This is an optimization exercise on Yosys and OpenROAD, whose aim is small area, a short achievable clock period and few clock cycles, not a production implementation.
The RTL was checked by simulation tests, not by an equivalence proof against the original design.
No activity file was given, so power comes from the tool's default toggle rates.

==> flow/design.v <==
module kc_div (
    input  wire        clk,
    input  wire        rst,
    input  wire        start,
    input  wire [31:0] dividend,
    input  wire [31:0] divisor,
    output wire        busy,
    output wire [31:0] quotient
);
    reg [5:0]  cnt;
    reg [31:0] q;
    reg [31:0] d;
    reg [32:0] r;
    wire [32:0] r_shift = {r[31:0], q[31]};
    wire        fits    = r_shift >= {1'b0, d};
    assign busy     = (cnt != 6'd0);
    assign quotient = q;
    always @(posedge clk) begin
        if (rst) begin
            cnt <= 6'd0;
        end else if (start) begin
            q   <= dividend;
            d   <= divisor;
            r   <= 33'd0;
            cnt <= 6'd32;
        end else if (busy) begin
            if (fits) begin
                r <= r_shift - {1'b0, d};
                q <= {q[30:0], 1'b1};
            end else begin
                r <= r_shift;
                q <= {q[30:0], 1'b0};
            end
            cnt <= cnt - 6'd1;
        end
    end
endmodule
module kc_core (
    input  wire        clk,
    input  wire        rst,
    input  wire        in_valid,
    output wire        in_ready,
    input  wire [1:0]  in_op,
    input  wire        in_wheel,
    input  wire [31:0] in_data,
    output wire [15:0] kp,
    output wire [15:0] ki,
    output wire [15:0] kd,
    output wire [23:0] setpoint_l,
    output wire [23:0] setpoint_r,
    output wire [31:0] speed_inst_l,
    output wire [31:0] speed_inst_r,
    output wire [31:0] speed_avg_l,
    output wire [31:0] speed_avg_r,
    output wire [31:0] integ_l,
    output wire [31:0] integ_r,
    output wire [31:0] prev_err_l,
    output wire [31:0] prev_err_r,
    output wire [15:0] duty_l,
    output wire [15:0] duty_r
);
    localparam OP_EST    = 2'd0;
    localparam OP_TICK   = 2'd1;
    localparam OP_SET_KP = 2'd2;
    localparam OP_SET_SP = 2'd3;
    localparam [31:0] SPEED_K   = 32'd327680000;    
    localparam [31:0] SPEED_MAX = 32'd131072;       
    localparam [31:0] ILIM_K    = 32'd1638400000;   
    localparam [31:0] S32_MAX   = 32'h7fffffff;
    localparam [3:0] S_IDLE      = 4'd0,
                     S_EST_DIV   = 4'd1,
                     S_EST_AVG   = 4'd2,
                     S_EST_AVGW  = 4'd3,
                     S_TK_KI     = 4'd4,
                     S_TK_KD     = 4'd5,
                     S_TK_LIM0   = 4'd6,
                     S_TK_LIM    = 4'd7,
                     S_TK_ERR    = 4'd8,
                     S_TK_MUL    = 4'd9,
                     S_TK_SUM    = 4'd10;
    reg [3:0] state;
    reg       w;                
    reg [15:0] kp_q, ki_q, kd_q;
    reg [23:0] sp_q [0:1];
    reg [31:0] s_inst [0:1];
    reg [31:0] s_avg  [0:1];
    reg [31:0] integ  [0:1];
    reg [31:0] perr   [0:1];
    reg [15:0] duty   [0:1];
    reg [31:0] lim;
    reg [31:0] err;
    reg signed [63:0] p_term, i_term, d_term;
    reg         div_start;
    reg  [31:0] div_n, div_d;
    wire        div_busy;
    wire [31:0] div_q;
    kc_div u_div (
        .clk      (clk),
        .rst      (rst),
        .start    (div_start),
        .dividend (div_n),
        .divisor  (div_d),
        .busy     (div_busy),
        .quotient (div_q)
    );
    wire [31:0]        err_now = {8'd0, sp_q[w]} - s_avg[w];
    wire signed [33:0] isum    = $signed({{2{integ[w][31]}}, integ[w]})
                               + $signed({{2{err_now[31]}}, err_now});
    wire signed [33:0] lim_pos = $signed({2'b00, lim});
    wire signed [33:0] lim_neg = -lim_pos;
    wire [31:0]        integ_clamped = (isum > lim_pos) ? lim :
                                       (isum < lim_neg) ? lim_neg[31:0] :
                                       isum[31:0];
    wire signed [32:0] derr    = $signed({err[31], err}) - $signed({perr[w][31], perr[w]});
    wire signed [63:0] u_raw   = p_term + i_term + d_term;
    wire [15:0]        duty_sat = (u_raw < 64'sd52428800)  ? 16'd800  :
                                  (u_raw >= 64'sd655360000) ? 16'd9999 :
                                  u_raw[31:16];
    always @(posedge clk) begin
        div_start <= 1'b0;
        if (rst) begin
            state     <= S_IDLE;
            w         <= 1'b0;
            kp_q      <= 16'd2500;
            ki_q      <= 16'd250;
            kd_q      <= 16'd25;
            sp_q[0]   <= 24'd39322;
            sp_q[1]   <= 24'd49152;
            s_inst[0] <= 32'd0;
            s_inst[1] <= 32'd0;
            s_avg[0]  <= 32'd0;
            s_avg[1]  <= 32'd0;
            integ[0]  <= 32'd0;
            integ[1]  <= 32'd0;
            perr[0]   <= 32'd0;
            perr[1]   <= 32'd0;
            duty[0]   <= 16'd0;
            duty[1]   <= 16'd0;
        end else begin
            case (state)
                S_IDLE: begin
                    if (in_valid) begin
                        case (in_op)
                            OP_EST: begin
                                w <= in_wheel;
                                if ($signed(in_data) > 32'sd500) begin
                                    div_n     <= SPEED_K;
                                    div_d     <= in_data;
                                    div_start <= 1'b1;
                                    state     <= S_EST_DIV;
                                end else begin
                                    s_inst[in_wheel] <= SPEED_MAX;
                                    state            <= S_EST_AVG;
                                end
                            end
                            OP_TICK: begin
                                div_n     <= {16'd0, kp_q};
                                div_d     <= 32'd10;
                                div_start <= 1'b1;
                                state     <= S_TK_KI;
                            end
                            OP_SET_KP: kp_q <= in_data[15:0];
                            OP_SET_SP: sp_q[in_wheel] <= in_data[23:0];
                        endcase
                    end
                end
                S_EST_DIV: begin
                    if (!div_busy && !div_start) begin
                        s_inst[w] <= div_q;
                        state     <= S_EST_AVG;
                    end
                end
                S_EST_AVG: begin
                    div_n     <= s_inst[w] + 32'd9 * s_avg[w];
                    div_d     <= 32'd10;
                    div_start <= 1'b1;
                    state     <= S_EST_AVGW;
                end
                S_EST_AVGW: begin
                    if (!div_busy && !div_start) begin
                        s_avg[w] <= div_q;
                        state    <= S_IDLE;
                    end
                end
                S_TK_KI: begin
                    if (!div_busy && !div_start) begin
                        ki_q      <= div_q[15:0];
                        div_n     <= {16'd0, kp_q};
                        div_d     <= 32'd100;
                        div_start <= 1'b1;
                        state     <= S_TK_KD;
                    end
                end
                S_TK_KD: begin
                    if (!div_busy && !div_start) begin
                        kd_q  <= div_q[15:0];
                        state <= S_TK_LIM0;
                    end
                end
                S_TK_LIM0: begin
                    if (ki_q == 16'd0) begin
                        lim   <= S32_MAX;
                        w     <= 1'b1;
                        state <= S_TK_ERR;
                    end else begin
                        div_n     <= ILIM_K;
                        div_d     <= {16'd0, ki_q};
                        div_start <= 1'b1;
                        state     <= S_TK_LIM;
                    end
                end
                S_TK_LIM: begin
                    if (!div_busy && !div_start) begin
                        lim   <= div_q;
                        w     <= 1'b1;
                        state <= S_TK_ERR;
                    end
                end
                S_TK_ERR: begin
                    err      <= err_now;
                    integ[w] <= integ_clamped;
                    state    <= S_TK_MUL;
                end
                S_TK_MUL: begin
                    p_term <= $signed({1'b0, kp_q}) * $signed(err);
                    i_term <= $signed({1'b0, ki_q}) * $signed(integ[w]);
                    d_term <= $signed({1'b0, kd_q}) * derr;
                    state  <= S_TK_SUM;
                end
                S_TK_SUM: begin
                    duty[w] <= duty_sat;
                    perr[w] <= err;
                    if (w) begin
                        w     <= 1'b0;
                        state <= S_TK_ERR;
                    end else begin
                        state <= S_IDLE;
                    end
                end
                default: state <= S_IDLE;
            endcase
        end
    end
    assign in_ready     = (state == S_IDLE);
    assign kp           = kp_q;
    assign ki           = ki_q;
    assign kd           = kd_q;
    assign setpoint_l   = sp_q[0];
    assign setpoint_r   = sp_q[1];
    assign speed_inst_l = s_inst[0];
    assign speed_inst_r = s_inst[1];
    assign speed_avg_l  = s_avg[0];
    assign speed_avg_r  = s_avg[1];
    assign integ_l      = integ[0];
    assign integ_r      = integ[1];
    assign prev_err_l   = perr[0];
    assign prev_err_r   = perr[1];
    assign duty_l       = duty[0];
    assign duty_r       = duty[1];
endmodule
==> flow/run.sh <==
#!/bin/bash
# synth_recipe.tcl (not shown) runs the flow's synth.tcl, then flattens the netlist and writes it again
# the make line also repeats each setting of config.mk as NAME=value (left out here)
make -C /OpenROAD-flow-scripts/flow DESIGN_CONFIG=/design/flow/config.mk WORK_HOME=/design/flow/orfs CLKGATE_MAP_FILE= SYNTH_SCRIPT=/design/flow/synth_recipe.tcl finish
==> flow/config.mk <==
export PLATFORM = sky130hd
export DESIGN_NAME = kc_core
export DESIGN_NICKNAME = kc_core
export VERILOG_FILES = /design/flow/design.v
export SDC_FILE = /design/flow/constraint.sdc
export NUM_CORES = 4
export LEC_CHECK = 0
export CAP_MARGIN = 20
export CORE_MARGIN = 2
export CORE_UTILIZATION = 40
export PLACE_DENSITY = 0.6
export SLEW_MARGIN = 20
==> flow/constraint.sdc <==
create_clock -name core_clock -period 12.0 [get_ports {clk}]
set_input_delay 2.4000 -clock core_clock [delete_from_list [all_inputs] [get_ports {clk}]]
set_output_delay 2.4000 -clock core_clock [all_outputs]
set_load 0.01 [all_outputs]
==> notes.md <==
-- state kept, by name (all words and copies together), names as in the netlist, 6 cells and up, named ones only --
signal	count
d_term	50
div_d	32
div_n	32
duty	32
err	32
i_term	49
integ	64
kd_q	16
ki_q	16
kp_q	16
lim	32
p_term	49
perr	64
s_avg	64
s_inst	64
sp_q	48
u_div.cnt	6
u_div.d	32
u_div.q	32
u_div.r	32
-- path summary, 6_finish.rpt --
check / startpoint / to
max: flip-flop / integ[0][10]
min reg2reg: div_d[3] / u_div.d[3]
min: div_d[3] / u_div.d[3]
max reg2reg: flip-flop / integ[0][10]
-- power breakdown --
part | internal (mW) | total, mW | switching [mW]
clock network | 1.62 | 2.91 | 1.30
registers | 4.22 | 4.67 | 0.457
logic | 8.34 | 22.5 | 14.1
-- worst reg2reg max path, delay by kind of cell (launching register included) --
kind            cells  cell delay, ns
fa+ha+maj           3            0.91
compound gates     19            5.26
mux                 2            0.72
simple gates        9            1.31
xor+xnor            1            0.60
buf+inv             4            1.85
flops               1            0.38
-- through the flow --
stage	hold slack [ns]	setup slack (ns)	utilization (%)	power (mW)	cell area [µm²]
floorplan	0.400	1.46	-	19.1	99300
global placement	0.402	0.637	43.6	26.7	107000
detailed placement	0.405	0.939	43.6	27.0	108000
CTS	0.419	0.899	44.9	30.1	111000
global route	0.425	0.160	44.9	32.4	111000
finish	0.417	0.716	44.9	30.0	111000
-- kinds of logic (layout without fill, tap and decap cells) --
group / count (synthesis) / count (layout) / synth area share, %
xor gates and xnor gates: 344 / 344 / 3.03
muxes: 229 / 229 / 2.43
DFF: 769 / 769 / 22.6
other: 1 / 13 / 0.00378
and+or+nand+nor: 3046 / 3046 / 15.2
buffers and inverters: 2373 / 2693 / 9.05
adders and majority gates: 2216 / 2216 / 39.8
AOI/OAI and AO/OA: 1192 / 1193 / 7.86
-- per-layer routing --
layer	vias up	share of wire, %	GRT usage (%)	wire length (µm)
li1	32700	-	-	-
met5	-	0.019	0	66
met3	564	9.6	6.38	32700
met4	10	5.2	12.3	17700
met1	38300	41	35.9	138000
met2	3285	44	41.9	150000
-- layout by cell type (no fill, tap or decap), types with 41 or more instances in the layout --
cell / synthesis / final
inv_1: 1920 / 1920
fa_1: 1564 / 1564
nand2_1: 1264 / 1264
and2_1: 798 / 798
edfxtp_1: 708 / 708
ha_1: 652 / 652
clkdlybuf4s50_1: 0 / 421
a21oi_1: 379 / 379
nor2_1: 312 / 305
xnor2_1: 255 / 241
a21o_1: 185 / 185
o21ai_0: 175 / 174
buf_4: 1 / 171
mux2i_1: 131 / 131
nor3_1: 113 / 107
nor2b_1: 98 / 98
mux2_2: 98 / 98
clkbuf_16: 0 / 93
xor2_1: 89 / 86
nand2b_1: 75 / 75
nand3_1: 71 / 71
nand4_1: 71 / 71
o21a_1: 61 / 61
and3_1: 60 / 59
dfxtp_1: 61 / 57
or3_1: 51 / 51
a211oi_1: 45 / 45
a31oi_1: 43 / 42
o21bai_1: 42 / 41
-- final cells by class --
| cell class | count | area [µm²] | share of cell area (%) |
|---|---|---|---|
| Sequential cell | 769 | 22500 | 20.3 |
| Antenna cell | 9 | 22.5 | 0.0203 |
| Tap cell | 3312 | 4140 | 3.74 |
| Timing Repair Buffer | 598 | 5570 | 5.03 |
| Inverter | 1921 | 7210 | 6.51 |
| Multi-Input combinational cell | 7032 | 68200 | 61.6 |
| Clock inverter | 57 | 658 | 0.594 |
| Clock buffer | 117 | 2470 | 2.23 |
==> results.ini <==
[outcome]
status=finished clean

[route]
drc=0
wl_per_cell_um=24.5
final_antenna_net_count=0
routed_via_density=5.42
firstDrtPassIters=6
vias=74900
drt_iter0_markers=6672
drt-total-wl_um=339000

[finish]
nets=12700
nFillCells=23500
layout-drive-gt1-share_pct=4.89
finalNonFillerCells=13800
area_growth_pct=11.5

[sta]
setup_viol=0
rsz0062_at_grt=false
worstMarginPinSlew_ns=1.21
finalHoldViolCount=0
setup_tns_ns=0
max_freq_mhz=88.6
slew_viol_final=0
max_slew_margin_pct=18.7
final.period_utilization_pct=94.0
finalCriticalPeriod_ns=11.28
skew_ns=0.101

[critical_path]
ff2ff_setup_slack_ns=0.72
cp_data_arrival_time_ns=11.77
cp.required_ns=12.49
critPathLaunchType=flip-flop
crit_cells=38
slowest_stage=buf_4
reg2regPathDepth=38
critical_path_class=reg -> reg
critPathMaxFanout=48
critical-path-top-delay-family=compound AO/OA/AOI/OAI gates
max_stage_delay_ns=0.77
crit_buf_inv=4
cp-end-kind=flip-flop
crit_top_cell=a21oi_1

[clock_tree]
cts_hold_repair.buffers=0
cts_resized=0
cts_made_buffers=93
cts-root-buf=clkbuf_16
clk_latency_ns=0.81
post_cts_buffers=0
clock_path_buffers=3
cts_tree=yes
ctsHtreeMaxLevel=3
cts_sinks=769
clk_pin_slew_ns=0.06

[logic_synthesis]
netlist_area_mm2=0.0993
synth_edf_count=708
synthArstFlopShare_pct=0
synth.distinct_cells=104
synth_cells=10200
synth_area_leader_cell=fa_1
synthTopCellsByCount=1,920 x inv_1, 1,564 x fa_1, 1,264 x nand2_1, 798 x and2_1, 708 x edfxtp_1
synth_warnings=2
synth.most_common_cell=inv_1
synth_area_per_cell_um2=9.76
ys.flop_type=edfxtp_1
synth.top_cell.area_share_pct=31.5
seq_area_frac_synth_pct=22.6
ys_seq_elements=769
synthTopCellsByArea=fa_1 32%, edfxtp_1 21%, ha_1 8.2%

[floorplanning]
ios=423
die-area_mm2=0.252
chipWidth_um=502
start_util_pct=40.3
rows=182
core_mm2=0.246
die_h_um=502

[pwr]
worst_ir_drop_vdd_uv=504
p_per_area_mw_per_mm2=271
p_leak_nw=49.6

[grt]
antenna_found_initial=43
grt_max_degree=69
overflow=0
grt_pass1_wl_um=508000
grt.total_usage_pct=27.0
grt_pass1_vias=78800

[placed_design]
place_inst=13600
hpwl_um=268000
placement.io_buffers=422
gp_congestion=0.970

[hold_path]
worstHoldPathCells=0
hold_class=reg -> reg

[job]
drv_cap=0

Testbench counts, summed over its fixed seeds: cycles 238,660.

## static timing again, ports no longer ideal
Ports are ideal in the flow. The routed layout listed here was re-timed in OpenROAD.
Step 1: set_driving_cell puts a clkbuf_16 on clk and a buf_2 on each other input, an assumption about the parent block.
Step 2 moves the port delays by t, midway between the first and last clock arrival at a register: inputs arrive t later, outputs are due t later. That takes back most of the time a late clock gives input paths.
Slacks: ideal ports / drivers / drivers and shift; pairs: ideal ports / drivers.
t, ns: 0.856
setup slack, ns: 0.716 / 0.716 / 0.716
clock arrival spread, ns: 0.109 / 0.109
pins driven straight from the clock port: 1
After both steps this run still meets setup and hold. The setup slack of this run moves by 0.000 ns with the drivers and by 0.000 ns with both steps.
